Context: an optimization exercise on an open-source flow, tuned for small area and few clock cycles. The choices shown serve that exercise and are no tape-out recipe.
At most, simulation tests tie the RTL to the original design; equivalence was not proved.
No functional check of the RTL was part of runs 1 and 2.
Power is estimated from default activity; no workload was simulated.

<file path="design/flow/design.v">
module vs1063_ste (
    input  wire        clk,
    input  wire        rst,
    input  wire        host_we,
    input  wire [3:0]  host_addr,
    input  wire [31:0] host_wdata,
    output reg  [31:0] host_rdata,
    output wire        busy,
    output wire [11:0] src_addr,
    input  wire [7:0]  src_rdata,
    output wire [11:0] srcw_addr,
    input  wire [15:0] srcw_rdata,
    output wire        dst_we,
    output wire [11:0] dst_addr,
    output wire [7:0]  dst_wdata,
    output reg         lines_oe,
    output reg         cs_cmd_n,
    output reg         cs_data_n,
    output reg         chip_rst_n,
    output wire        sck,
    output wire        mosi,
    input  wire        miso,
    input  wire        ready
);
    localparam [2:0] E_OK         = 3'd0;
    localparam [2:0] E_INV_FORMAT = 3'd2;
    localparam [2:0] E_OUT_OF_BND = 3'd3;
    localparam [2:0] E_INV_ARG    = 3'd4;
    localparam [2:0] E_ILLEGAL    = 3'd5;
    localparam [2:0] E_NOT_INIT   = 3'd6;
    localparam [4:0] S_IDLE = 5'd0;
    localparam [4:0] S_EXEC = 5'd1;
    localparam [4:0] S_WR   = 5'd2;    
    localparam [4:0] S_LAST = 5'd3;    
    localparam [4:0] S_RAM2 = 5'd4;
    localparam [4:0] S_RMW2 = 5'd5;
    localparam [4:0] S_SGAT = 5'd6;    
    localparam [4:0] S_SSMP = 5'd7;    
    localparam [4:0] S_RAS  = 5'd8;    
    localparam [4:0] S_RRC  = 5'd9;    
    localparam [4:0] S_INI2 = 5'd10;
    localparam [4:0] S_PREC = 5'd11;   
    localparam [4:0] S_PHDR = 5'd12;
    localparam [4:0] S_PD   = 5'd13;
    localparam [4:0] S_AMAG = 5'd14;   
    localparam [4:0] S_AREC = 5'd15;
    localparam [4:0] S_AL1  = 5'd16;
    localparam [4:0] S_AL2  = 5'd17;
    localparam [4:0] S_AA1  = 5'd18;
    localparam [4:0] S_AA2  = 5'd19;
    localparam [4:0] S_AD   = 5'd20;
    localparam [4:0] S_AD2  = 5'd21;
    localparam [4:0] S_FIN  = 5'd22;   
    reg [7:0]  arg_reg;
    reg [15:0] arg_a;
    reg [15:0] arg_b;
    reg [31:0] buf_len;
    reg [15:0] result;
    reg [25:0] xcount;      
    reg [11:0] err_pos;
    reg [2:0]  err;
    reg        busy_r;
    reg        init_done;
    reg        ovr;
    reg        last_rdy;
    assign busy = busy_r;
    always @(*) begin
        case (host_addr)
            4'd1:    host_rdata = {24'd0, 1'b0, err, 1'b0, ovr, init_done, busy_r};
            4'd2:    host_rdata = {24'd0, arg_reg};
            4'd3:    host_rdata = {16'd0, arg_a};
            4'd4:    host_rdata = {16'd0, arg_b};
            4'd5:    host_rdata = buf_len;
            4'd6:    host_rdata = {16'd0, result};
            4'd7:    host_rdata = {6'd0, xcount};
            4'd8:    host_rdata = {20'd0, err_pos};
            4'd9:    host_rdata = {27'd0, last_rdy,
                                   lines_oe & ~chip_rst_n,
                                   lines_oe & cs_data_n,
                                   lines_oe & cs_cmd_n,
                                   lines_oe};
            default: host_rdata = 32'd0;
        endcase
    end
    reg [4:0]  st;
    reg [3:0]  code;
    reg        ill;         
    reg        lbad;        
    reg [15:0] sh;          
    reg [15:0] opnd;        
    reg [7:0]  rb;          
    reg        rd;          
    reg [11:0] p;           
    reg [12:0] rem;         
    reg [14:0] cnt;         
    reg [25:0] xc;          
    reg [5:0]  bc;          
    reg        run;         
    reg        freq;        
    reg        sck_r;
    reg        bdone;       
    reg        rle;
    reg        odd;
    reg        t3;
    assign sck       = sck_r;
    assign src_addr  = p;
    assign srcw_addr = p;
    assign dst_addr  = xc[11:0];
    assign dst_wdata = sh[7:0];
    assign dst_we    = bdone & rd;
    wire strm = (st == S_SSMP);
    wire fend = run & ~strm & ~sck_r & bc[5];
    wire [7:0] b0 = {6'b000000, 1'b1, rd};
    wire       fbit = bc[3] ? rb[~bc[2:0]] : b0[~bc[2:0]];
    assign mosi = (strm | bc[4]) ? (rd | sh[15]) : fbit;
    wire bufc = ~ill & ((code == 4'h4) | (code == 4'h5) | (code == 4'hA) | (code == 4'hB));
    wire resc = ~ill & ((code == 4'h3) | (code == 4'h7) | (code == 4'h8) | (code == 4'h9));
    wire [11:0] p_inc   = p + 12'd1;
    wire [12:0] rem_dec = rem - 13'd1;
    wire [14:0] cnt_dec = cnt - 15'd1;
    wire [25:0] xc_inc  = xc + 26'd1;
    wire [25:0] xc_s    = bdone ? xc_inc : xc;
    wire        rem_z   = (rem == 13'd0);
    wire [14:0] hq   = srcw_rdata[15] ? 15'd1 : srcw_rdata[14:0];
    wire [15:0] cmpy = (st == S_PHDR) ? {1'b0, hq} : {cnt, odd};
    wire        fits = cmpy < {3'b000, rem};
    reg [7:0] magic;
    always @(*) begin
        case (p[1:0])
            2'd0:    magic = 8'h50;
            2'd1:    magic = 8'h26;
            default: magic = 8'h48;
        endcase
    end
    always @(posedge clk) begin
        if (rst) begin
            arg_reg    <= 8'd0;
            arg_a      <= 16'd0;
            arg_b      <= 16'd0;
            buf_len    <= 32'd0;
            result     <= 16'd0;
            xcount     <= 26'd0;
            err_pos    <= 12'd0;
            err        <= E_OK;
            busy_r     <= 1'b0;
            init_done  <= 1'b0;
            ovr        <= 1'b0;
            last_rdy   <= 1'b0;
            lines_oe   <= 1'b0;
            cs_cmd_n   <= 1'b1;
            cs_data_n  <= 1'b1;
            chip_rst_n <= 1'b1;
            st         <= S_IDLE;
            run        <= 1'b0;
            freq       <= 1'b0;
            sck_r      <= 1'b0;
            bdone      <= 1'b0;
        end else begin
            if (freq && !run) begin
                last_rdy <= ready;
                if (ready) begin
                    cs_cmd_n <= 1'b0;
                    run      <= 1'b1;
                    bc       <= 6'd0;
                    freq     <= 1'b0;
                end
            end
            if (run) begin
                if (sck_r) begin
                    sck_r <= 1'b0;
                    bc    <= bc + 6'd1;
                    if (strm | bc[4])
                        sh <= {sh[14:0], rd ? miso : sh[15]};
                    if (strm && bc[2:0] == 3'd7) begin
                        run   <= 1'b0;
                        bdone <= 1'b1;
                    end
                end else if (!strm && bc[5]) begin
                    cs_cmd_n <= 1'b1;
                    run      <= 1'b0;
                end else begin
                    sck_r <= 1'b1;
                end
            end
            if (host_we) begin
                case (host_addr)
                    4'd0: begin
                        if (busy_r) begin
                            ovr <= 1'b1;
                        end else begin
                            busy_r <= 1'b1;
                            st     <= S_EXEC;
                            code   <= host_wdata[3:0];
                            ill    <= (host_wdata[7:4] != 4'd0) || (host_wdata[3:0] == 4'h0) ||
                                      (host_wdata[3:1] == 3'b111);
                            sh     <= arg_a;
                            opnd   <= host_wdata[3] ? arg_a : arg_b;
                            rb     <= arg_reg;
                            rem    <= buf_len[12:0];
                            lbad   <= (buf_len[31:13] != 19'd0) ||
                                      (buf_len[12] && buf_len[11:0] != 12'd0);
                            p      <= 12'd0;
                            xc     <= 26'd0;
                        end
                    end
                    4'd2: arg_reg <= host_wdata[7:0];
                    4'd3: arg_a   <= host_wdata[15:0];
                    4'd4: arg_b   <= host_wdata[15:0];
                    4'd5: buf_len <= host_wdata;
                    default: ;
                endcase
            end
            case (st)
                S_EXEC: begin
                    rd <= (code == 4'h3) | (code == 4'h5) | (code == 4'h8) | (code == 4'h9);
                    if (ill) begin
                        err     <= E_ILLEGAL;
                        err_pos <= 12'd0;
                        busy_r  <= 1'b0;
                        st      <= S_IDLE;
                    end else if (!init_done && code != 4'hC) begin
                        err     <= E_NOT_INIT;
                        err_pos <= 12'd0;
                        if (bufc) xcount <= xc;
                        busy_r  <= 1'b0;
                        st      <= S_IDLE;
                    end else if (bufc && lbad) begin
                        err     <= E_INV_ARG;
                        err_pos <= 12'd0;
                        xcount  <= xc;
                        busy_r  <= 1'b0;
                        st      <= S_IDLE;
                    end else begin
                        case (code)
                            4'h1: st <= S_WR;
                            4'h2, 4'h3: begin
                                freq <= 1'b1;
                                st   <= S_LAST;
                            end
                            4'h4, 4'h5: st <= S_SGAT;
                            4'h6, 4'h7: begin
                                rb   <= 8'h07;
                                freq <= 1'b1;
                                st   <= S_RAM2;
                            end
                            4'h8, 4'h9: begin
                                freq <= 1'b1;
                                st   <= S_RMW2;
                            end
                            4'hA: st <= S_PREC;
                            4'hB: begin
                                if (rem < 13'd3) begin
                                    err     <= E_INV_FORMAT;
                                    err_pos <= 12'd0;
                                    xcount  <= xc;
                                    busy_r  <= 1'b0;
                                    st      <= S_IDLE;
                                end else begin
                                    st <= S_AMAG;
                                end
                            end
                            4'hC: begin
                                lines_oe   <= 1'b1;
                                cs_cmd_n   <= 1'b1;
                                cs_data_n  <= 1'b1;
                                chip_rst_n <= 1'b0;
                                init_done  <= 1'b1;
                                st         <= S_RAS;
                            end
                            default: begin  
                                chip_rst_n <= 1'b0;
                                st         <= S_RAS;
                            end
                        endcase
                    end
                end
                S_WR: begin
                    last_rdy <= ready;
                    if (ready) begin
                        err     <= E_OK;
                        err_pos <= 12'd0;
                        busy_r  <= 1'b0;
                        st      <= S_IDLE;
                    end
                end
                S_LAST: begin
                    if (fend) begin
                        err     <= E_OK;
                        err_pos <= 12'd0;
                        if (bufc) xcount <= xc;
                        if (resc) result <= sh;
                        busy_r  <= 1'b0;
                        st      <= S_IDLE;
                    end
                end
                S_RAM2: begin
                    if (fend) begin
                        sh   <= opnd;
                        rb   <= 8'h06;
                        rd   <= code[0];
                        freq <= 1'b1;
                        st   <= S_LAST;
                    end
                end
                S_RMW2: begin
                    if (fend) begin
                        sh   <= sh ^ (opnd & (code[0] ? sh : ~sh));
                        rd   <= 1'b0;
                        freq <= 1'b1;
                        st   <= S_LAST;
                    end
                end
                S_SGAT: begin
                    last_rdy <= ready;
                    if (ready) begin
                        cs_data_n <= 1'b0;
                        bc        <= 6'd0;
                        st        <= S_SSMP;
                    end
                end
                S_SSMP: begin
                    if (!run) begin
                        bdone <= 1'b0;
                        xc    <= xc_s;
                        if (!rem_z)
                            last_rdy <= ready;
                        if (!rem_z && ready) begin
                            sh[15:8] <= src_rdata;
                            p        <= p_inc;
                            rem      <= rem_dec;
                            sck_r    <= 1'b1;
                            run      <= 1'b1;
                        end else begin
                            cs_data_n <= 1'b1;
                            st        <= S_FIN;
                        end
                    end
                end
                S_RAS: begin
                    p <= p_inc;
                    if (p[8]) begin
                        chip_rst_n <= 1'b1;
                        st         <= S_RRC;
                    end
                end
                S_RRC: begin
                    if (p[10] && p[8]) begin
                        if (code[0]) begin
                            err     <= E_OK;
                            err_pos <= 12'd0;
                            busy_r  <= 1'b0;
                            st      <= S_IDLE;
                        end else begin
                            sh   <= 16'h6000;
                            rb   <= 8'h03;
                            freq <= 1'b1;
                            st   <= S_INI2;
                        end
                    end else begin
                        p <= p_inc;
                    end
                end
                S_INI2: begin
                    if (fend) begin
                        sh   <= 16'h2020;
                        rb   <= 8'h0B;
                        freq <= 1'b1;
                        st   <= S_LAST;
                    end
                end
                S_PREC: begin
                    if (rem_z) begin
                        err     <= E_OK;
                        err_pos <= 12'd0;
                        xcount  <= xc;
                        busy_r  <= 1'b0;
                        st      <= S_IDLE;
                    end else begin
                        opnd <= {4'd0, p};
                        sh   <= srcw_rdata;
                        p    <= p_inc;
                        rem  <= rem_dec;
                        st   <= S_PHDR;
                    end
                end
                S_PHDR: begin
                    if (!fits) begin
                        err     <= E_OUT_OF_BND;
                        err_pos <= opnd[11:0];
                        xcount  <= xc;
                        busy_r  <= 1'b0;
                        st      <= S_IDLE;
                    end else begin
                        cnt  <= srcw_rdata[14:0];
                        rle  <= srcw_rdata[15];
                        p    <= p_inc;
                        rem  <= rem_dec;
                        rb   <= 8'h07;
                        freq <= 1'b1;
                        st   <= S_PD;
                    end
                end
                S_PD: begin
                    if (fend) begin
                        rb <= 8'h06;
                        if (cnt == 15'd0) begin
                            if (rle) begin
                                p   <= p_inc;
                                rem <= rem_dec;
                            end
                            st <= S_PREC;
                        end else begin
                            sh   <= srcw_rdata;
                            if (!rle) begin
                                p   <= p_inc;
                                rem <= rem_dec;
                            end
                            cnt  <= cnt_dec;
                            xc   <= xc_inc;
                            freq <= 1'b1;
                        end
                    end
                end
                S_AMAG: begin
                    if (src_rdata != magic) begin
                        err     <= E_INV_FORMAT;
                        err_pos <= 12'd0;
                        xcount  <= xc;
                        busy_r  <= 1'b0;
                        st      <= S_IDLE;
                    end else begin
                        p   <= p_inc;
                        rem <= rem_dec;
                        if (p[1]) st <= S_AREC;
                    end
                end
                S_AREC: begin
                    if (rem_z) begin
                        err     <= E_OK;
                        err_pos <= 12'd0;
                        xcount  <= xc;
                        busy_r  <= 1'b0;
                        st      <= S_IDLE;
                    end else begin
                        opnd <= {4'd0, p};
                        odd  <= (src_rdata > 8'd3);    
                        t3   <= (src_rdata[1:0] == 2'd3);
                        p    <= p_inc;
                        rem  <= rem_dec;
                        st   <= S_AL1;
                    end
                end
                S_AL1: begin
                    if (odd) begin
                        err     <= E_INV_FORMAT;
                        err_pos <= opnd[11:0];
                        xcount  <= xc;
                        busy_r  <= 1'b0;
                        st      <= S_IDLE;
                    end else if (rem < 13'd4) begin
                        err     <= E_OUT_OF_BND;
                        err_pos <= opnd[11:0];
                        xcount  <= xc;
                        busy_r  <= 1'b0;
                        st      <= S_IDLE;
                    end else begin
                        cnt[14:7] <= src_rdata;
                        p         <= p_inc;
                        rem       <= rem_dec;
                        st        <= S_AL2;
                    end
                end
                S_AL2: begin
                    cnt[6:0] <= src_rdata[7:1];
                    odd      <= src_rdata[0];
                    p        <= p_inc;
                    rem      <= rem_dec;
                    st       <= S_AA1;
                end
                S_AA1: begin
                    sh[15:8] <= src_rdata;
                    p        <= p_inc;
                    rem      <= rem_dec;
                    st       <= S_AA2;
                end
                S_AA2: begin
                    sh[7:0] <= src_rdata;
                    if (t3) begin
                        rb   <= 8'h0A;
                        freq <= 1'b1;
                        st   <= S_LAST;
                    end else if (!fits) begin
                        err     <= E_OUT_OF_BND;
                        err_pos <= opnd[11:0];
                        xcount  <= xc;
                        busy_r  <= 1'b0;
                        st      <= S_IDLE;
                    end else begin
                        rb   <= 8'h07;
                        freq <= 1'b1;
                        p    <= p_inc;
                        rem  <= rem_dec;
                        st   <= S_AD;
                    end
                end
                S_AD: begin
                    if (fend) begin
                        rb <= 8'h06;
                        if (cnt == 15'd0) begin
                            if (odd) begin
                                p   <= p_inc;
                                rem <= rem_dec;
                            end
                            st <= S_AREC;
                        end else begin
                            sh[15:8] <= src_rdata;
                            p        <= p_inc;
                            rem      <= rem_dec;
                            freq     <= 1'b1;
                            st       <= S_AD2;
                        end
                    end
                end
                S_AD2: begin
                    sh[7:0] <= src_rdata;
                    p       <= p_inc;
                    rem     <= rem_dec;
                    cnt     <= cnt_dec;
                    xc      <= xc_inc;
                    st      <= S_AD;
                end
                S_FIN: begin
                    err     <= E_OK;
                    err_pos <= 12'd0;
                    xcount  <= xc;
                    busy_r  <= 1'b0;
                    st      <= S_IDLE;
                end
                default: ;
            endcase
        end
    end
endmodule
</file>
<file path="design/flow/run.sh">
#!/bin/bash
# synth_recipe.tcl (not shown) runs the flow's synth.tcl, then flattens the netlist and writes it again
# the make line also repeats each setting of config.mk as NAME=value (left out here)
make -C /OpenROAD-flow-scripts/flow DESIGN_CONFIG=/design/flow/config.mk WORK_HOME=/design/flow/orfs CLKGATE_MAP_FILE= SYNTH_SCRIPT=/design/flow/synth_recipe.tcl finish
</file>
<file path="design/flow/config.mk">
export PLATFORM = sky130hd
export DESIGN_NAME = vs1063_ste
export DESIGN_NICKNAME = vs1063_ste
export VERILOG_FILES = /design/flow/design.v
export SDC_FILE = /design/flow/constraint.sdc
export NUM_CORES = 4
export LEC_CHECK = 0
export CAP_MARGIN = 20
export CORE_MARGIN = 2
export CORE_UTILIZATION = 40
export CTS_BUF_LIST = sky130_fd_sc_hd__clkbuf_4
export SLEW_MARGIN = 20
</file>
<file path="design/flow/constraint.sdc">
create_clock -name core_clock -period 10.0 [get_ports {clk}]
set_input_delay 2.0000 -clock core_clock [delete_from_list [all_inputs] [get_ports {clk}]]
set_output_delay 2.0000 -clock core_clock [all_outputs]
set_load 0.01 [all_outputs]
</file>
==> results.py, run 1 <==
metrics = {
    "sta": {
        "worstMarginPinSlew_ns": 1.15,
        "clock_skew_ns": 0.0783,
        "finalCriticalPeriod_ns": 7.08,
        "relSlewSlack_pct": 23.4,
        "final_max_slew_viol_count": 0,
        "final_hold_viol_count": 0,
        "fin_ws_ns": 2.92,
        "timing.hold.ws_ns": 0.460,
        "period_share_pct": 70.8,
        "rsz0062_at_grt": "false",
        "setup_viol": 0,
        "setup_tns_ns": 0,
        "max_freq_mhz": 141,
    },
    "floorplanning": {
        "die_x_microns": 210,
        "ios": 149,
        "num_rows": 75,
        "initial_core_util_pct": 40.5,
        "die_h_microns": 210,
        "die_area_sq_um": 44000,
        "coreArea_sq_um": 41900,
    },
    "route": {
        "viasPerCell": 6.20,
        "num_vias": 17400,
        "avgRoutedWirePerCell_microns": 25.1,
        "wirelength_mm": 70.6,
        "drc_errors": 0,
        "ant_nets": 0,
        "drt_iter0_markers": 2075,
        "dr.pass1.iters": 8,
    },
    "status": {
        "outcome": "finished clean",
    },
    "worst_setup_path": {
        "path_class": "input port to output pin",
        "cp-start-kind": "input port",
        "cp-end-kind": "output pin",
        "cp_max_fo": 25,
        "r2r-start": "st[2]",
        "startpoint": "host_addr[2]",
        "crit_top_cell": "clkdlybuf4s50_1",
        "slowest_stage": "and3_1",
        "worstPathRequired_ns": 8.00,
        "cp.arrival_ns": 5.08,
        "crit_chain": "clkdlybuf4s50_1 -> nor2b_1 -> and3_1 -> a222oi_1 -> nand3_1 -> clkdlybuf4s50_1",
        "max_stage_delay_ns": 0.97,
    },
    "grt": {
        "grt_pass1_wl_mm": 105,
        "grt_use_total_pct": 31.5,
        "grt_pass1_vias": 16500,
        "grt_start_max_net_pins": 79,
        "overflow": 0,
        "grt_antenna_before_repair": 1,
    },
    "cells_and_area": {
        "areaGrowthSynthToFinish_pct": 16.3,
        "fillerInstances": 4227,
        "layout-drive-gt1-share_pct": 8.67,
        "top_register": "buf_len",
        "top_regs": "buf_len x32, xc x26, xcount x26",
        "largest_reg_flops": 32,
        "final_cell_area_sq_um": 19700,
        "nets": 2294,
    },
    "power_and_ir_drop": {
        "intPower_w": 0.00226,
        "clock_power_share_pct": 31.9,
        "cellPowerDensity_nw_per_um2": 180,
        "p_comb_share_pct": 27.6,
        "seq_power_share_pct": 40.5,
        "ir_drop_mv": 0.109,
        "finalPower_w": 0.00355,
        "p_leak_nw": 6.85,
        "p_sw_share_pct": 36.3,
        "p_switching_w": 0.00129,
    },
    "yosys": {
        "synth_warnings": 1,
        "synthCells": 2114,
        "async_reset_ff_share_pct": 0,
        "syn_area_sq_um": 17000,
        "ys_seq_elements": 267,
        "synth_top_area_share_pct": 21.6,
        "synth_edf_count": 122,
        "ys_seq_area_share_pct": 38.7,
        "synth_nets": 2200,
        "synth_ff_type": "dfxtp_1",
        "synth_top_cell_by_area": "edfxtp_1",
        "synth.distinct_cells": 88,
        "ys_top_cells_by_area": "edfxtp_1 22%, dfxtp_1 17%, nand2_1 9.7%",
        "syn_area_per_cell_sq_um": 8.02,
    },
    "cts": {
        "cts_resized": 0,
        "cts_buffer_depth": 3,
        "h-tree-depth": 3,
        "post_cts.repair.setup_buffers": 0,
        "holdBufCountCts": 0,
        "cts_tree": "built",
        "cts_root_buffer": "clkbuf_4",
        "clkTransAtPathRegs_ns": 0.06,
        "cts_sinks": 267,
        "cts_buffers": 79,
        "clk_latency_ns": 0.80,
    },
    "hold_path": {
        "min_from": "result[13]",
        "min_path_type": "flop to flop",
    },
    "placed_design": {
        "preCtsSetupSlack_ns": 2.91,
        "hpwl_mm": 51.0,
        "portBuffers": 148,
        "routabilityCongestion": 1.05,
        "place_area_sq_um": 18700,
    },
    "flow_run": {
        "drv_cap": 0,
    },
}
==> final timing paths <==
path	to	slack (ns)	cells past startpoint
setup / recovery	host_rdata[2]	2.92	6
hold reg to reg	result[13]	0.46	2
setup reg to reg	cnt[6]	4.73	12
hold / removal	result[13]	0.46	2
==> power by group through the flow <==
stage / combinational, W / clock [W] / sequential, W
floorplan: 0.000642 / 0 / 0.00138
global placement: 0.000949 / 0 / 0.00145
detailed placement: 0.000958 / 0 / 0.00145
CTS: 0.000961 / 0.00115 / 0.00143
global route: 0.00105 / 0.00121 / 0.00145
finish: 0.000980 / 0.00113 / 0.00144
==> cell families (layout without fill, tap and decap cells) <==
kind of cell,Yosys count,after routing,share of synthesized area [%]
XOR/XNOR,30,30,1.55
multiplexers,90,90,5.45
adder cells (fa/ha/maj),21,21,1.55
buffers and inverters,204,361,5.37
other,0,1,0
AND/OR/NAND/NOR,900,900,24.3
flip-flops,267,267,38.7
AO/OA/AOI/OAI,602,602,23.0
==> Yosys cell counts (12+ instances only) <==
master    number
nor4_1        21
edfxtp_1     122
nand3_1       75
nand2_1      436
a222oi_1      35
o21ai_0      110
a21oi_1      206
a211oi_1      23
o22ai_1       12
xnor2_1       19
buf_4         35
nor2_1       156
a22oi_1       31
dfxtp_1      145
buf_1         14
nor2b_1       18
a31oi_1       12
and2_1        22
nor3_1        40
clkbuf_1     113
nor3b_1       14
nand2b_1      29
a22o_1        14
a221o_1       17
o21ai_1       31
ha_1          21
mux2i_1       81
inv_1         29
o211ai_1      16
and3_1        16
nand4_1       15
==> cell usage in the layout, fill, tap and decap left out, drive strengths merged, types with 11 or more instances in the layout <==
cell type / n
a211oi: 23
a21oi: 206
a221o: 17
a222oi: 35
a22o: 14
a22oi: 31
a31oi: 12
and2: 22
and3: 16
buf: 38
clkbuf: 112
clkdlybuf4s50: 147
clkinv: 28
dfxtp: 145
edfxtp: 122
ha: 21
inv: 33
mux2i: 81
nand2: 436
nand2b: 29
nand3: 75
nand4: 15
nor2: 157
nor2b: 18
nor3: 42
nor3b: 15
nor4: 22
o211ai: 17
o21ai: 141
o22ai: 12
o31ai: 11
xnor2: 19
xor2: 11
==> worst max-delay path, delay by kind of cell <==
kind	cells	cell delay, ns
and+or+nand+nor	3	1.43
buffers and inverters	2	1.34
AOI/OAI and AO/OA	1	0.30
==> through the flow <==
| step | utilization, % | std cells |
|---|---|---|
| 6_report | 47.1 | 2811 |
| 5_1_grt | 47.1 | 2811 |
| 4_1_cts | 47.1 | 2810 |
| 3_5_place_dp | 44.6 | 2666 |
| 3_3_place_gp | 44.6 | 2666 |
| 2_1_floorplan | - | 2114 |
==> final cells by class <==
cell class	count	area, sq um	area share (%)
Inverter	32	123	0.622
Sequential cell	267	6570	33.3
Clock inverter	32	209	1.06
Timing Repair Buffer	185	1760	8.91
Clock buffer	112	841	4.26
Tap cell	539	674	3.42
Multi-Input combinational cell	1643	9540	48.4
Antenna cell	1	2.50	0.0127
==> layer usage <==
metal	vias up	part of all wire, %	track usage, %
met1	8338	42	42.5
met3	186	9.1	6.64
met2	944	43	47.1
met4	0	5.8	17.5
met5	-	0	0
li1	7968	-	-
==> run 2: changes to the inputs <==
--- a/design/flow/config.mk
+++ b/design/flow/config.mk
@@ -10,3 +10,3 @@
 export CORE_UTILIZATION = 40
-export CTS_BUF_LIST = sky130_fd_sc_hd__clkbuf_4
+export CTS_BUF_LIST = sky130_fd_sc_hd__clkbuf_2
 export SLEW_MARGIN = 20
==> run 2 against run 1 <==
Critical path type unchanged. Via count down 0.15%. First-iteration DRC count increased by 8.0%. Hold slack improved by 0.0029 ns. Worst setup slack gained 0.051 ns. Critical endpoint unchanged. Sequential share of layout area grew 0.63 points. Final cell count shrank 0.28%. Critical path depth is the same. Clock-buffer cell count decreased by 6. Combinational power hardly changed. Non-clock buffer count is the same. Fmax grew 0.72%.
==> results.py, run 2 <==
metrics = {
    "cells_and_area": {
        "layout_commonest_cell": "nand2_1",
        "top_regs": "buf_len x32, xc x26, xcount x26",
        "top_register": "buf_len",
        "largest_reg_flops": 32,
        "nets": 2290,
        "layout-drive-gt1-share_pct": 8.48,
        "layout_common_cells": "435 x nand2_1, 205 x a21oi_1, 154 x nor2_1",
        "fillerInstances": 4269,
        "final_util_pct": 46.2,
        "areaGrowthSynthToFinish_pct": 14.1,
    },
    "flow_run": {
        "drv_cap": 0,
    },
    "hold_path": {
        "min_from": "result[13]",
        "holdPathStages": 2,
        "min_path_type": "flop to flop",
        "min_to": "result[13]",
    },
    "status": {
        "outcome": "finished clean",
    },
    "grt": {
        "grt_pass1_vias": 16400,
        "grt_antenna_before_repair": 1,
        "grt_use_total_pct": 31.4,
        "grt_start_max_net_pins": 79,
        "overflow": 0,
        "grt_pass1_wl_mm": 105,
    },
    "placed_design": {
        "portBuffers": 148,
        "hpwl_mm": 51.0,
        "routabilityCongestion": 1.05,
    },
    "yosys": {
        "synth_top_cell_by_area": "edfxtp_1",
        "ys_seq_elements": 267,
        "syn_area_per_cell_sq_um": 8.02,
        "synth_nets": 2200,
        "synth_ff_type": "dfxtp_1",
        "synth_common_cells": "436 x nand2_1, 206 x a21oi_1, 156 x nor2_1, 145 x dfxtp_1, 122 x edfxtp_1",
        "synthCells": 2114,
        "syn_area_sq_um": 17000,
        "synth_warnings": 1,
        "ys_top_cells_by_area": "edfxtp_1 22%, dfxtp_1 17%, nand2_1 9.7%",
        "ys_seq_area_share_pct": 38.7,
        "yosysMostFrequentCell": "nand2_1",
        "synth_edf_count": 122,
        "synth.distinct_cells": 88,
        "async_reset_ff_share_pct": 0,
        "synth_top_area_share_pct": 21.6,
    },
    "worst_setup_path": {
        "cp_max_fo": 25,
        "reg2reg_depth": 12,
        "crit_cells": 6,
        "max_stage_delay_ns": 0.92,
        "cp-end-kind": "output pin",
        "cp.arrival_ns": 5.03,
        "r2r-start": "st[2]",
        "r2r_slack_ns": 4.69,
        "cp-start-kind": "input port",
        "crit_top_cell": "clkdlybuf4s50_1",
        "crit_chain": "clkdlybuf4s50_1 -> nor2b_1 -> and3_1 -> a222oi_1 -> nand3_1 -> clkdlybuf4s50_1",
        "slowest_stage": "and3_1",
        "crit_buf_inv": 2,
        "path_class": "input port to output pin",
        "rr_endpoint": "cnt[6]",
        "worstPathRequired_ns": 8.00,
        "critical-path-top-delay-family": "simple AND/OR/NAND/NOR gates",
    },
    "sta": {
        "clock_skew_ns": 0.105,
        "max_freq_mhz": 142,
        "period_share_pct": 70.3,
        "relSlewSlack_pct": 24.4,
        "setup_viol": 0,
        "rsz0062_at_grt": "false",
        "worstMarginPinSlew_ns": 1.12,
        "finalCriticalPeriod_ns": 7.03,
        "final_max_slew_viol_count": 0,
        "setup_tns_ns": 0,
        "final_hold_viol_count": 0,
    },
    "power_and_ir_drop": {
        "p_leak_nw": 6.76,
        "seq_power_share_pct": 44.0,
        "p_comb_share_pct": 30.1,
        "p_switching_w": 0.00129,
        "intPower_w": 0.00198,
        "finalPower_w": 0.00326,
        "ir_drop_mv": 0.0766,
        "cellPowerDensity_nw_per_um2": 169,
        "p_sw_share_pct": 39.4,
        "clock_power_share_pct": 26.0,
    },
    "cts": {
        "cts_buffer_depth": 3,
        "cts_resized": 0,
        "holdBufCountCts": 0,
        "post_cts.repair.setup_buffers": 0,
        "cts_buffers": 75,
        "cts_tree": "built",
        "clkTransAtPathRegs_ns": 0.09,
        "h-tree-depth": 3,
        "cts_sinks": 267,
        "clk_latency_ns": 1.04,
        "cts_root_buffer": "clkbuf_2",
    },
    "floorplanning": {
        "ios": 149,
        "initial_core_util_pct": 40.5,
        "die_x_microns": 210,
        "die_area_sq_um": 44000,
        "coreArea_sq_um": 41900,
        "die_h_microns": 210,
        "num_rows": 75,
    },
    "route": {
        "avgRoutedWirePerCell_microns": 25.2,
        "wirelength_mm": 70.6,
        "ant_nets": 0,
        "viasPerCell": 6.21,
        "dr.pass1.iters": 9,
        "num_vias": 17400,
        "drc_errors": 0,
        "drt_iter0_markers": 2242,
    },
}
==> run 2: cell counts after synthesis <==
No cell type changed its count.
==> run 2: layout make-up <==
type	count	area, sq um	area share (%)
diodes	1	2.50	0.0129
clock buffers	106	531	2.74
clock inverters	30	154	0.795
inverters	32	123	0.634
multi-input cells	1643	9540	49.3
flip-flops and latches	267	6570	33.9
well taps	539	674	3.49
repair buffers	185	1760	9.08
==> run 2: routing by layer <==
layer  up-vias  global-route usage (%)  routed length (microns)
met2       937                    47.2                    30000
met5         -                       0                        0
met1      8360                    42.4                    29900
li1       7945                       -                        -
met4         0                    17.3                     4080
met3       167                    6.49                     6570
==> run 2: cells by family after synthesis <==
logic type / count (synthesis) / synth area share [%]
AND/OR/NAND/NOR: 900 / 24.3
AO/OA/AOI/OAI: 602 / 23.0
XOR/XNOR: 30 / 1.55
flip-flops: 267 / 38.7
adder cells (fa/ha/maj): 21 / 1.55
multiplexers: 90 / 5.45
buffers and inverters: 204 / 5.37
==> run 2: power by group through the flow <==
stage / sequential [W] / combinational, W / clock, W
3_5_place_dp: 0.00145 / 0.000958 / 0
2_1_floorplan: 0.00138 / 0.000642 / 0
6_report: 0.00144 / 0.000982 / 0.000848
3_3_place_gp: 0.00145 / 0.000949 / 0
5_1_grt: 0.00145 / 0.00106 / 0.000922
4_1_cts: 0.00143 / 0.000961 / 0.000862
==> run 2: stage by stage <==
| step | cells | instance area [sq um] | worst slack (ns) | hold slack [ns] |
|---|---|---|---|---|
| 6_report | 2803 | 19300 | 2.97 | 0.463 |
| 5_1_grt | 2803 | 19300 | 2.76 | 0.479 |
| 4_1_cts | 2802 | 19300 | 2.92 | 0.466 |
| 3_5_place_dp | 2666 | 18700 | 2.91 | 0.447 |
| 3_3_place_gp | 2666 | 18700 | 3.04 | 0.441 |
| 2_1_floorplan | 2114 | 17000 | 4.12 | 0.431 |
==> run 2: worst max-delay path by stage <==
stage | from | end | slack, ns
2_1_floorplan | rst | xc[0] | 4.12
3_3_place_gp | host_addr[2] | host_rdata[3] | 3.04
5_1_grt | host_addr[2] | host_rdata[2] | 2.76
4_1_cts | host_addr[2] | host_rdata[3] | 2.92
3_5_place_dp | host_addr[2] | host_rdata[3] | 2.91
6_report | host_addr[2] | host_rdata[2] | 2.97
==> run 2: worst min-delay path, stage by stage, from the launching register on <==
cell,delay [ns]
dfxtp_1,0.32
nand2_1,0.05
a21oi_1,0.05
==> run 3: changes to the inputs <==
--- a/design/flow/design.v
+++ b/design/flow/design.v
@@ -52,3 +52,2 @@
     localparam [4:0] S_AD2  = 5'd21;
-    localparam [4:0] S_FIN  = 5'd22;   
     reg [7:0]  arg_reg;
@@ -223,3 +222,3 @@
                         err_pos <= 12'd0;
-                        if (bufc) xcount <= xc;
+                        if (bufc) xcount <= xc_s;
                         busy_r  <= 1'b0;
@@ -229,3 +228,3 @@
                         err_pos <= 12'd0;
-                        xcount  <= xc;
+                        xcount  <= xc_s;
                         busy_r  <= 1'b0;
@@ -254,3 +253,3 @@
                                     err_pos <= 12'd0;
-                                    xcount  <= xc;
+                                    xcount  <= xc_s;
                                     busy_r  <= 1'b0;
@@ -289,3 +288,3 @@
                         err_pos <= 12'd0;
-                        if (bufc) xcount <= xc;
+                        if (bufc) xcount <= xc_s;
                         if (resc) result <= sh;
@@ -306,3 +305,3 @@
                     if (fend) begin
-                        sh   <= sh ^ (opnd & (code[0] ? sh : ~sh));
+                        sh   <= code[0] ? (sh & ~opnd) : (sh | opnd);
                         rd   <= 1'b0;
@@ -334,3 +333,7 @@
                             cs_data_n <= 1'b1;
-                            st        <= S_FIN;
+                            err       <= E_OK;
+                            err_pos   <= 12'd0;
+                            xcount    <= xc_s;
+                            busy_r    <= 1'b0;
+                            st        <= S_IDLE;
                         end
@@ -339,6 +342,8 @@
                 S_RAS: begin
-                    p <= p_inc;
                     if (p[8]) begin
                         chip_rst_n <= 1'b1;
+                        p          <= 12'd0;
                         st         <= S_RRC;
+                    end else begin
+                        p <= p_inc;
                     end
@@ -346,3 +351,3 @@
                 S_RRC: begin
-                    if (p[10] && p[8]) begin
+                    if (p[10]) begin
                         if (code[0]) begin
@@ -374,3 +379,3 @@
                         err_pos <= 12'd0;
-                        xcount  <= xc;
+                        xcount  <= xc_s;
                         busy_r  <= 1'b0;
@@ -389,3 +394,3 @@
                         err_pos <= opnd[11:0];
-                        xcount  <= xc;
+                        xcount  <= xc_s;
                         busy_r  <= 1'b0;
@@ -427,3 +432,3 @@
                         err_pos <= 12'd0;
-                        xcount  <= xc;
+                        xcount  <= xc_s;
                         busy_r  <= 1'b0;
@@ -440,3 +445,15 @@
                         err_pos <= 12'd0;
-                        xcount  <= xc;
+                        xcount  <= xc_s;
+                        busy_r  <= 1'b0;
+                        st      <= S_IDLE;
+                    end else if (src_rdata > 8'd3) begin
+                        err     <= E_INV_FORMAT;
+                        err_pos <= p;
+                        xcount  <= xc_s;
+                        busy_r  <= 1'b0;
+                        st      <= S_IDLE;
+                    end else if (rem < 13'd5) begin
+                        err     <= E_OUT_OF_BND;
+                        err_pos <= p;
+                        xcount  <= xc_s;
                         busy_r  <= 1'b0;
@@ -445,3 +462,2 @@
                         opnd <= {4'd0, p};
-                        odd  <= (src_rdata > 8'd3);    
                         t3   <= (src_rdata[1:0] == 2'd3);
@@ -453,20 +469,6 @@
                 S_AL1: begin
-                    if (odd) begin
-                        err     <= E_INV_FORMAT;
-                        err_pos <= opnd[11:0];
-                        xcount  <= xc;
-                        busy_r  <= 1'b0;
-                        st      <= S_IDLE;
-                    end else if (rem < 13'd4) begin
-                        err     <= E_OUT_OF_BND;
-                        err_pos <= opnd[11:0];
-                        xcount  <= xc;
-                        busy_r  <= 1'b0;
-                        st      <= S_IDLE;
-                    end else begin
-                        cnt[14:7] <= src_rdata;
-                        p         <= p_inc;
-                        rem       <= rem_dec;
-                        st        <= S_AL2;
-                    end
+                    cnt[14:7] <= src_rdata;
+                    p         <= p_inc;
+                    rem       <= rem_dec;
+                    st        <= S_AL2;
                 end
@@ -494,3 +496,3 @@
                         err_pos <= opnd[11:0];
-                        xcount  <= xc;
+                        xcount  <= xc_s;
                         busy_r  <= 1'b0;
@@ -531,9 +533,2 @@
                 end
-                S_FIN: begin
-                    err     <= E_OK;
-                    err_pos <= 12'd0;
-                    xcount  <= xc;
-                    busy_r  <= 1'b0;
-                    st      <= S_IDLE;
-                end
                 default: ;
--- a/design/flow/config.mk
+++ b/design/flow/config.mk
@@ -10,3 +10,2 @@
 export CORE_UTILIZATION = 40
-export CTS_BUF_LIST = sky130_fd_sc_hd__clkbuf_2
 export SLEW_MARGIN = 20
==> run 3 against run 2 <==
Register-to-register slack about the same. Flip-flop and latch count unchanged. Clock skew down 0.084 ns. Cell area up 6.2%. Hold slack worse by 0.0018 ns. Largest cell class unchanged. Non-clock buffer count up 6. Die area up 5.2%. Routed wire length up 8.0%. Clock power up about 40%. Clock-buffer cell count down 53. Still clean on timing, DRC and antenna. Sequential power up 8%.
==> results.py, run 3 <==
metrics = {
    "cells_and_area": {
        "nets": 2378,
        "antenna_cells": 0,
        "final_cell_count_no_fill": 2909,
        "top_regs": "buf_len x32, xc x26, xcount x26",
        "areaGrowthSynthToFinish_pct": 15.1,
        "top_register": "buf_len",
        "layout_commonest_cell": "nand2_1",
        "largest_reg_flops": 32,
        "fillerInstances": 4478,
        "final_util_pct": 46.6,
        "layout_common_cells": "401 x nand2_1, 260 x a21oi_1, 166 x o21ai_0",
        "layout-drive-gt1-share_pct": 6.30,
    },
    "hold_path": {
        "min_from": "arg_reg[2]",
        "min_to": "arg_reg[2]",
        "holdPathStages": 2,
        "min_path_type": "flop to flop",
    },
    "worst_setup_path": {
        "cp-end-kind": "output pin",
        "worstPathRequired_ns": 8.00,
        "r2r_slack_ns": 4.68,
        "rr_endpoint": "err_pos[3]",
        "reg2reg_depth": 14,
        "cp.arrival_ns": 5.23,
        "path_class": "input port to output pin",
        "cp_max_fo": 15,
        "cp-start-kind": "input port",
        "r2r-start": "st[3]",
    },
    "floorplanning": {
        "coreArea_sq_um": 44100,
        "die_area_sq_um": 46300,
        "die_x_microns": 215,
        "initial_core_util_pct": 40.5,
        "ios": 149,
        "die_h_microns": 215,
        "num_rows": 77,
    },
    "cts": {
        "clk_latency_ns": 0.56,
        "cts_resized": 0,
        "cts_sinks": 267,
        "cts_tree": "built",
        "h-tree-depth": 2,
        "cts_buffers": 34,
        "clkTransAtPathRegs_ns": 0.05,
        "cts_root_buffer": "clkbuf_16",
        "cts_buffer_depth": 3,
        "post_cts.repair.setup_buffers": 0,
        "holdBufCountCts": 0,
    },
    "sta": {
        "period_share_pct": 72.3,
        "final_max_slew_viol_count": 0,
        "relSlewSlack_pct": 30.5,
        "final_hold_viol_count": 0,
        "max_freq_mhz": 138,
        "clock_skew_ns": 0.0207,
        "setup_tns_ns": 0,
        "finalCriticalPeriod_ns": 7.23,
        "timing.hold.ws_ns": 0.461,
        "setup_viol": 0,
        "rsz0062_at_grt": "false",
        "worstMarginPinSlew_ns": 1.04,
        "fin_ws_ns": 2.77,
    },
    "status": {
        "outcome": "finished clean",
    },
    "power_and_ir_drop": {
        "ir_drop_mv": 0.133,
        "cellPowerDensity_nw_per_um2": 202,
        "p_leak_nw": 6.82,
    },
    "route": {
        "ant_nets": 0,
        "avgRoutedWirePerCell_microns": 26.2,
        "wirelength_mm": 76.2,
        "drc_errors": 0,
        "dr.pass1.iters": 6,
        "viasPerCell": 6.41,
        "num_vias": 18600,
        "drt_iter0_markers": 2607,
    },
    "flow_run": {
        "drv_cap": 0,
    },
    "yosys": {
        "yosysMostFrequentCell": "nand2_1",
        "ys_seq_area_share_pct": 36.8,
        "syn_area_sq_um": 17900,
        "synth_top_area_share_pct": 20.5,
        "ys_top_cells_by_area": "edfxtp_1 21%, dfxtp_1 16%, nand2_1 8.4%",
        "async_reset_ff_share_pct": 0,
        "ys_seq_elements": 267,
        "synth_nets": 2349,
        "synth_edf_count": 122,
        "synth.distinct_cells": 91,
        "synthCells": 2263,
        "synth_top_cell_by_area": "edfxtp_1",
        "synth_ff_type": "dfxtp_1",
        "synth_common_cells": "401 x nand2_1, 261 x a21oi_1, 167 x o21ai_0, 150 x nor2_1, 145 x dfxtp_1",
        "syn_area_per_cell_sq_um": 7.89,
        "synth_warnings": 1,
    },
    "grt": {
        "grt_pass1_vias": 17200,
        "grt_antenna_before_repair": 0,
        "overflow": 0,
        "grt_use_total_pct": 31.8,
        "grt_start_max_net_pins": 74,
        "grt_pass1_wl_mm": 112,
    },
    "placed_design": {
        "hpwl_mm": 55.9,
        "dp.cells": 2848,
        "preCtsSetupSlack_ns": 2.84,
        "routabilityCongestion": 0.995,
        "portBuffers": 148,
    },
}
[run 3: cell types whose count changed after synthesis, moves of 17 or more]
cell / previous run / this run
o21ai_0: 110 / 167
a21oi_1: 206 / 261
mux2i_1: 81 / 43
nand2_1: 436 / 401
a22oi_1: 31 / 61
o21ai_1: 31 / 2
clkbuf_1: 113 / 138
a222oi_1: 35 / 11
a211oi_1: 23 / 40
[run 3: worst max-delay path: stages]
cell	delay (ns)
clkdlybuf4s50_1	0.68
nand2b_1	0.38
nor2_1	0.83
buf_4	0.34
a22o_1	0.15
a221oi_1	0.05
o211ai_1	0.18
clkdlybuf4s50_1	0.61
[run 3: area by class of cell]
class	instances	area, sq um	share of cell area (%)
multi-input cells	1756	10200	49.9
inverters	42	160	0.780
repair buffers	191	1800	8.77
clock inverters	8	57.6	0.280
well taps	592	741	3.61
flip-flops and latches	267	6570	32.0
clock buffers	53	972	4.73
[run 3: worst max-delay path by stage]
| stage | start | end | slack [ns] | cells past startpoint |
|---|---|---|---|---|
| floorplan | host_addr[1] | host_rdata[13] | 4.52 | 6 |
| global placement | host_addr[3] | host_rdata[3] | 2.93 | 8 |
| detailed placement | host_addr[3] | host_rdata[3] | 2.84 | 8 |
| CTS | host_addr[3] | host_rdata[3] | 2.82 | 8 |
| global route | host_addr[3] | host_rdata[3] | 2.65 | 8 |
| finish | host_addr[3] | host_rdata[3] | 2.77 | 8 |
[run 3: metal layers]
layer | share of wire [%] | GRT usage [%] | up-vias
met5 | 0 | 0 | -
li1 | - | - | 8396
met3 | 9.5 | 5.55 | 176
met4 | 4.3 | 13.7 | 0
met2 | 44 | 49.5 | 1072
met1 | 42 | 43.4 | 8991
[run 3: kinds of logic after synthesis]
kind of cell             synth area share (%)
AND/OR/NAND/NOR                          23.6
AO/OA/AOI/OAI                            27.3
flip-flops                               36.8
buffers and inverters                    6.04
multiplexers                             2.79
XOR/XNOR                                 2.00
adder cells (fa/ha/maj)                  1.53
[run 3: power by group]
group          total, W  internal [W]  switching, W  leakage (nW)
Clock           0.00119      0.000672      0.000515         0.505
Combinational   0.00142      0.000540      0.000877          3.95
Sequential      0.00155       0.00133      0.000217          2.36
[run 3: per-stage QoR]
| step | cell area (sq um) | power, W |
|---|---|---|
| floorplan | 17900 | 0.00243 |
| global placement | 19500 | 0.00292 |
| detailed placement | 19500 | 0.00294 |
| CTS | 20500 | 0.00412 |
| global route | 20500 | 0.00431 |
| finish | 20500 | 0.00415 |
Testbench counts of run 3, summed over its fixed seeds: cycles 637,862.
==> run 4: changes to the inputs <==
--- a/design/flow/design.v
+++ b/design/flow/design.v
@@ -52,2 +52,3 @@
     localparam [4:0] S_AD2  = 5'd21;
+    localparam [4:0] S_FIN  = 5'd22;   
     reg [7:0]  arg_reg;
@@ -88,4 +89,4 @@
     reg [15:0] sh;          
-    reg [15:0] opnd;        
-    reg [7:0]  rb;          
+    reg [7:0]  l_reg;       
+    reg [2:0]  rsel;        
     reg        rd;          
@@ -100,5 +101,4 @@
     reg        bdone;       
-    reg        rle;
+    reg        rle;         
     reg        odd;
-    reg        t3;
     assign sck       = sck_r;
@@ -112,2 +112,19 @@
     wire [7:0] b0 = {6'b000000, 1'b1, rd};
+    localparam [2:0] R_USER = 3'd0;
+    localparam [2:0] R_WADR = 3'd2;    
+    localparam [2:0] R_WRAM = 3'd3;    
+    localparam [2:0] R_AIAD = 3'd6;    
+    localparam [2:0] R_CLKF = 3'd4;    
+    localparam [2:0] R_VOL  = 3'd5;    
+    reg [7:0] rb;
+    always @(*) begin
+        case (rsel)
+            R_WADR:  rb = 8'h07;
+            R_WRAM:  rb = 8'h06;
+            R_AIAD:  rb = 8'h0A;
+            R_CLKF:  rb = 8'h03;
+            R_VOL:   rb = 8'h0B;
+            default: rb = l_reg;
+        endcase
+    end
     wire       fbit = bc[3] ? rb[~bc[2:0]] : b0[~bc[2:0]];
@@ -122,2 +139,3 @@
     wire        rem_z   = (rem == 13'd0);
+    wire [11:0] rec_pos = p - ((st == S_AA2) ? 12'd4 : 12'd1);
     wire [14:0] hq   = srcw_rdata[15] ? 15'd1 : srcw_rdata[14:0];
@@ -195,4 +213,4 @@
                             sh     <= arg_a;
-                            opnd   <= host_wdata[3] ? arg_a : arg_b;
-                            rb     <= arg_reg;
+                            l_reg  <= arg_reg;
+                            rsel   <= R_USER;
                             rem    <= buf_len[12:0];
@@ -201,3 +219,4 @@
                             p      <= 12'd0;
-                            xc     <= 26'd0;
+                            xc     <= (host_wdata[3:1] == 3'b010 || host_wdata[3:1] == 3'b101) ? 26'd0 :
+                                      {10'd0, host_wdata[3] ? arg_a : arg_b};
                         end
@@ -222,3 +241,3 @@
                         err_pos <= 12'd0;
-                        if (bufc) xcount <= xc_s;
+                        if (bufc) xcount <= xc;
                         busy_r  <= 1'b0;
@@ -228,3 +247,3 @@
                         err_pos <= 12'd0;
-                        xcount  <= xc_s;
+                        xcount  <= xc;
                         busy_r  <= 1'b0;
@@ -240,3 +259,3 @@
                             4'h6, 4'h7: begin
-                                rb   <= 8'h07;
+                                rsel <= R_WADR;
                                 freq <= 1'b1;
@@ -253,3 +272,3 @@
                                     err_pos <= 12'd0;
-                                    xcount  <= xc_s;
+                                    xcount  <= xc;
                                     busy_r  <= 1'b0;
@@ -288,3 +307,3 @@
                         err_pos <= 12'd0;
-                        if (bufc) xcount <= xc_s;
+                        if (bufc) xcount <= xc;
                         if (resc) result <= sh;
@@ -296,4 +315,4 @@
                     if (fend) begin
-                        sh   <= opnd;
-                        rb   <= 8'h06;
+                        sh   <= xc[15:0];
+                        rsel <= R_WRAM;
                         rd   <= code[0];
@@ -305,3 +324,3 @@
                     if (fend) begin
-                        sh   <= code[0] ? (sh & ~opnd) : (sh | opnd);
+                        sh   <= sh ^ (xc[15:0] & (code[0] ? sh : ~sh));
                         rd   <= 1'b0;
@@ -333,7 +352,3 @@
                             cs_data_n <= 1'b1;
-                            err       <= E_OK;
-                            err_pos   <= 12'd0;
-                            xcount    <= xc_s;
-                            busy_r    <= 1'b0;
-                            st        <= S_IDLE;
+                            st        <= S_FIN;
                         end
@@ -342,8 +357,6 @@
                 S_RAS: begin
+                    p <= p_inc;
                     if (p[8]) begin
                         chip_rst_n <= 1'b1;
-                        p          <= 12'd0;
                         st         <= S_RRC;
-                    end else begin
-                        p <= p_inc;
                     end
@@ -351,3 +364,3 @@
                 S_RRC: begin
-                    if (p[10]) begin
+                    if (p[10] && p[8]) begin
                         if (code[0]) begin
@@ -359,3 +372,3 @@
                             sh   <= 16'h6000;
-                            rb   <= 8'h03;
+                            rsel <= R_CLKF;
                             freq <= 1'b1;
@@ -370,3 +383,3 @@
                         sh   <= 16'h2020;
-                        rb   <= 8'h0B;
+                        rsel <= R_VOL;
                         freq <= 1'b1;
@@ -379,3 +392,3 @@
                         err_pos <= 12'd0;
-                        xcount  <= xc_s;
+                        xcount  <= xc;
                         busy_r  <= 1'b0;
@@ -383,3 +396,2 @@
                     end else begin
-                        opnd <= {4'd0, p};
                         sh   <= srcw_rdata;
@@ -393,4 +405,4 @@
                         err     <= E_OUT_OF_BND;
-                        err_pos <= opnd[11:0];
-                        xcount  <= xc_s;
+                        err_pos <= rec_pos;
+                        xcount  <= xc;
                         busy_r  <= 1'b0;
@@ -402,3 +414,3 @@
                         rem  <= rem_dec;
-                        rb   <= 8'h07;
+                        rsel <= R_WADR;
                         freq <= 1'b1;
@@ -409,3 +421,3 @@
                     if (fend) begin
-                        rb <= 8'h06;
+                        rsel <= R_WRAM;
                         if (cnt == 15'd0) begin
@@ -432,3 +444,3 @@
                         err_pos <= 12'd0;
-                        xcount  <= xc_s;
+                        xcount  <= xc;
                         busy_r  <= 1'b0;
@@ -445,15 +457,24 @@
                         err_pos <= 12'd0;
-                        xcount  <= xc_s;
+                        xcount  <= xc;
                         busy_r  <= 1'b0;
                         st      <= S_IDLE;
-                    end else if (src_rdata > 8'd3) begin
+                    end else begin
+                        odd  <= (src_rdata > 8'd3);    
+                        rle  <= (src_rdata[1:0] == 2'd3);
+                        p    <= p_inc;
+                        rem  <= rem_dec;
+                        st   <= S_AL1;
+                    end
+                end
+                S_AL1: begin
+                    if (odd) begin
                         err     <= E_INV_FORMAT;
-                        err_pos <= p;
-                        xcount  <= xc_s;
+                        err_pos <= rec_pos;
+                        xcount  <= xc;
                         busy_r  <= 1'b0;
                         st      <= S_IDLE;
-                    end else if (rem < 13'd5) begin
+                    end else if (rem < 13'd4) begin
                         err     <= E_OUT_OF_BND;
-                        err_pos <= p;
-                        xcount  <= xc_s;
+                        err_pos <= rec_pos;
+                        xcount  <= xc;
                         busy_r  <= 1'b0;
@@ -461,15 +482,8 @@
                     end else begin
-                        opnd <= {4'd0, p};
-                        t3   <= (src_rdata[1:0] == 2'd3);
-                        p    <= p_inc;
-                        rem  <= rem_dec;
-                        st   <= S_AL1;
+                        cnt[14:7] <= src_rdata;
+                        p         <= p_inc;
+                        rem       <= rem_dec;
+                        st        <= S_AL2;
                     end
                 end
-                S_AL1: begin
-                    cnt[14:7] <= src_rdata;
-                    p         <= p_inc;
-                    rem       <= rem_dec;
-                    st        <= S_AL2;
-                end
                 S_AL2: begin
@@ -489,4 +503,4 @@
                     sh[7:0] <= src_rdata;
-                    if (t3) begin
-                        rb   <= 8'h0A;
+                    if (rle) begin
+                        rsel <= R_AIAD;
                         freq <= 1'b1;
@@ -495,4 +509,4 @@
                         err     <= E_OUT_OF_BND;
-                        err_pos <= opnd[11:0];
-                        xcount  <= xc_s;
+                        err_pos <= rec_pos;
+                        xcount  <= xc;
                         busy_r  <= 1'b0;
@@ -500,3 +514,3 @@
                     end else begin
-                        rb   <= 8'h07;
+                        rsel <= R_WADR;
                         freq <= 1'b1;
@@ -509,3 +523,3 @@
                     if (fend) begin
-                        rb <= 8'h06;
+                        rsel <= R_WRAM;
                         if (cnt == 15'd0) begin
@@ -533,2 +547,9 @@
                 end
+                S_FIN: begin
+                    err     <= E_OK;
+                    err_pos <= 12'd0;
+                    xcount  <= xc;
+                    busy_r  <= 1'b0;
+                    st      <= S_IDLE;
+                end
                 default: ;
==> design/flow/flow/run.sh (new file) <==
#!/bin/bash
# The standard layout (standard.sh) with two changes:
#  - port buffers use buf_1, the smallest buffer cell, instead of the cell
#    buffer_ports picks by default;
#  - the clock tree is built from clkbuf_4 in clusters of at most 10 sinks
#    within 40 um, without dummy loads.
# All of the flow's output goes to standard.log in this folder; ORFS keeps
# each step's own log under orfs/logs/.
set -e
export BUFFER_PORTS_ARGS="-buffer_cell sky130_fd_sc_hd__buf_1"
export CTS_ARGS="-sink_clustering_enable -repair_clock_nets -dont_use_dummy_load -buf_list sky130_fd_sc_hd__clkbuf_4 -sink_clustering_size 10 -sink_clustering_max_diameter 40"
bash standard.sh > standard.log 2>&1
==> design/flow/standard.sh (new file) <==
#!/bin/bash
# synth_recipe.tcl (not shown) runs the flow's synth.tcl, then flattens the netlist and writes it again
# the make line also repeats each setting of config.mk as NAME=value (left out here)
make -C /OpenROAD-flow-scripts/flow DESIGN_CONFIG=/design/flow/config.mk WORK_HOME=/design/flow/orfs CLKGATE_MAP_FILE= SYNTH_SCRIPT=/design/flow/synth_recipe.tcl "${@:-finish}"
removed: design/flow/run.sh
==> run 4 against run 3 <==
First-iteration DRC count down 29%. Clock skew rose by 0.081 ns. Fmax is 21% higher. Die area decreased by 6.6%. Sequential share of layout area rose by 2.9 points. Routed wire length down 9.0%. Flip-flop and latch count decreased by 14. Combinational power down 13%. Clock-buffer cell count down 6. Hold slack improved by 0.0049 ns. Highest routed layer is now met5.
==> results.py, run 4 <==
metrics = {
    "route": {
        "dr.pass1.iters": 8,
        "drc_errors": 0,
        "ant_nets": 0,
        "num_vias": 17000,
        "avgRoutedWirePerCell_microns": 26.0,
        "drt_iter0_markers": 1849,
        "wirelength_mm": 69.3,
        "viasPerCell": 6.36,
    },
    "cells_and_area": {
        "seq_area_sq_um": 6150,
        "largest_reg_flops": 32,
        "final_util_pct": 43.1,
        "layout_common_cells": "419 x nand2_1, 200 x a21oi_1, 147 x buf_1",
        "multi_input_area_sq_um": 9490,
        "top_regs": "buf_len x32, xc x26, xcount x26",
        "areaGrowthSynthToFinish_pct": 5.99,
        "top_register": "buf_len",
        "nets": 2222,
        "layout_commonest_cell": "nand2_1",
        "layout-drive-gt1-share_pct": 6.99,
        "fillerInstances": 4245,
    },
    "power_and_ir_drop": {
        "seq_power_share_pct": 44.3,
        "cellPowerDensity_nw_per_um2": 186,
        "intPower_w": 0.00186,
        "clock_power_share_pct": 18.4,
        "finalPower_w": 0.00328,
        "p_leak_nw": 5.97,
        "ir_drop_mv": 0.0906,
        "p_comb_share_pct": 37.4,
        "p_switching_w": 0.00142,
        "p_sw_share_pct": 43.3,
    },
    "sta": {
        "max_freq_mhz": 168,
        "relSlewSlack_pct": 22.9,
        "clock_skew_ns": 0.101,
        "setup_tns_ns": 0,
        "rsz0062_at_grt": "false",
        "setup_viol": 0,
        "worstMarginPinSlew_ns": 1.16,
        "finalCriticalPeriod_ns": 5.95,
        "period_share_pct": 59.5,
        "final_max_slew_viol_count": 0,
        "timing.hold.ws_ns": 0.466,
        "final_hold_viol_count": 0,
    },
    "placed_design": {
        "routabilityCongestion": 0.978,
        "hpwl_mm": 50.7,
        "portBuffers": 148,
    },
    "worst_setup_path": {
        "cp.arrival_ns": 3.95,
        "cp_max_fo": 25,
        "slowest_stage": "nor2_4",
        "path_class": "input port to output pin",
        "cp-start-kind": "input port",
        "crit_chain": "buf_1 -> nand2b_1 -> nor2_4 -> a22oi_1 -> nand2_1 -> a221oi_1 -> o21ai_0 -> buf_1",
        "crit_buf_inv": 2,
        "critical-path-top-delay-family": "simple AND/OR/NAND/NOR gates",
        "worstPathRequired_ns": 8.00,
        "cp-end-kind": "output pin",
        "max_stage_delay_ns": 0.67,
        "crit_top_cell": "buf_1",
    },
    "grt": {
        "grt_pass1_wl_mm": 103,
        "grt_antenna_before_repair": 4,
        "grt_pass1_vias": 15900,
        "grt_use_total_pct": 31.0,
        "grt_start_max_net_pins": 80,
        "overflow": 0,
    },
    "floorplanning": {
        "coreArea_sq_um": 40900,
        "die_x_microns": 208,
        "die_area_sq_um": 43300,
        "initial_core_util_pct": 40.7,
        "num_rows": 74,
        "ios": 149,
        "die_h_microns": 208,
    },
    "yosys": {
        "synth_common_cells": "419 x nand2_1, 200 x a21oi_1, 145 x dfxtp_1, 129 x nor2_1, 121 x o21ai_0",
        "synth_ff_type": "dfxtp_1",
        "syn_area_per_cell_sq_um": 7.98,
        "synth_edf_count": 108,
        "yosysMostFrequentCell": "nand2_1",
        "ys_top_cells_by_area": "edfxtp_1 19%, dfxtp_1 17%, nand2_1 9.4%",
        "synth.distinct_cells": 99,
        "synth_warnings": 1,
        "syn_area_sq_um": 16700,
        "synth_top_area_share_pct": 19.5,
        "ys_seq_area_share_pct": 36.9,
        "async_reset_ff_share_pct": 0,
        "ys_seq_elements": 253,
        "synth_top_cell_by_area": "edfxtp_1",
        "synth_nets": 2174,
        "synthCells": 2086,
    },
    "flow_run": {
        "drv_cap": 0,
    },
    "cts": {
        "post_cts.repair.setup_buffers": 0,
        "cts_resized": 0,
        "cts_root_buffer": "clkbuf_4",
        "cts_tree": "built",
        "clkTransAtPathRegs_ns": 0.05,
        "clk_latency_ns": 0.83,
        "cts_sinks": 253,
        "cts_buffers": 47,
        "cts_buffer_depth": 3,
        "holdBufCountCts": 0,
        "h-tree-depth": 2,
    },
    "status": {
        "outcome": "finished clean",
    },
    "hold_path": {
        "min_path_type": "flop to flop",
    },
}
## run 4: cell types whose count changed in the layout (fill, tap and decap cells not counted), sizes merged, moves of 22 or more
| cell | delta |
|---|---|
| a211oi | -31 |
| a21oi | -60 |
| buf | +137 |
| clkdlybuf4s50 | -147 |
| nor2 | -22 |
| o21ai | -38 |
## run 4: power groups by stage
stage	Clock [W]	Sequential (W)	Combinational [W]
3_3_place_gp	0	0.00147	0.00118
4_1_cts	0.000613	0.00144	0.00119
2_1_floorplan	0	0.00135	0.000914
6_report	0.000603	0.00145	0.00123
5_1_grt	0.000652	0.00146	0.00132
3_5_place_dp	0	0.00147	0.00119
## run 4: final timing paths
check	start	end	slack, ns	cells past startpoint
min	result[2]	result[2]	0.47	2
max reg2reg	st[0]	cnt[9]	4.99	13
max	host_addr[2]	host_rdata[5]	4.05	8
min reg2reg	result[2]	result[2]	0.47	2
## run 4: cell families after synthesis
kind of cell | Yosys count | share of synthesized area (%)
and+or+nand+nor | 882 | 25.1
AOI/OAI and AO/OA | 598 | 23.5
xor gates and xnor gates | 31 | 1.63
muxes | 76 | 4.76
adders and majority gates | 23 | 1.73
DFF | 253 | 36.9
buffers and inverters | 223 | 6.42
## run 4: worst reg2reg max path: cells and delay by family (launching register included)
kind                       cells  cell delay (ns)
AOI/OAI and AO/OA              6             2.31
adders and majority gates      1             0.25
buffers and inverters          2             0.58
DFF                            1             0.29
and+or+nand+nor                4             1.22
## run 4: through the flow
step | instances | setup slack (ns) | cell area, sq um
2_1_floorplan | 2086 | 4.58 | 16700
3_3_place_gp | 2616 | 3.70 | 17200
3_5_place_dp | 2617 | 4.05 | 17300
4_1_cts | 2664 | 4.04 | 17600
5_1_grt | 2666 | 3.92 | 17600
6_report | 2667 | 4.05 | 17600
## run 4: layout make-up
class | instances | area share (%)
Antenna cell | 3 | 0.0425
Clock buffer | 47 | 2.00
Inverter | 40 | 0.865
Multi-Input combinational cell | 1610 | 53.8
Sequential cell | 253 | 34.8
Tap cell | 532 | 3.77
Timing Repair Buffer | 182 | 4.73
## run 4: routing by layer
metal / vias to the layer above / GRT usage (%) / part of all wire [%]
li1: 7706 / - / -
met1: 8217 / 41.9 / 42
met2: 869 / 47.8 / 44
met3: 181 / 6.70 / 9.2
met4: 2 / 13.4 / 4.5
met5: - / 0 / 0.012
Testbench counts of run 4, summed over its fixed seeds: cycles 637,937.

-- static timing again, ports no longer ideal --
Ports are ideal in the flow. The routed layouts listed here were re-timed in OpenROAD. Step 1 (the two cells are an assumption about what drives the block):
set clk [get_ports {clk}]
set_driving_cell -lib_cell sky130_fd_sc_hd__clkbuf_16 $clk
set_driving_cell -lib_cell sky130_fd_sc_hd__buf_2 [delete_from_list [all_inputs] $clk]
Step 2 adds t to the input delays and takes it off the output delays; t is the mean of the earliest and latest rising clock arrival at the registers after step 1. Input paths then give back, and output paths get back, about the clock's delay inside the block. Three values: ideal, step 1, step 2; two values: the first two.
run	t (ns)	setup WS [ns]	hold WS [ns]	worst data-port slew with drivers (ns)	cell pins on the clock port's net
run 1	0.818	2.923 / 2.881 / 2.881	0.460 / 0.460 / 0.460	0.05	1
run 2	1.036	2.974 / 2.933 / 2.933	0.463 / 0.463 / 0.463	0.06	1
run 3	0.609	2.770 / 2.750 / 2.750	0.461 / 0.461 / 0.461	0.06	1
run 4	0.827	4.049 / 4.023 / 4.023	0.466 / 0.466 / 0.466	0.07	1
After both steps setup and hold are still met in every run listed. The setup slack of run 1, which loses most, moves by -0.042 ns with the drivers and by -0.042 ns with both steps.
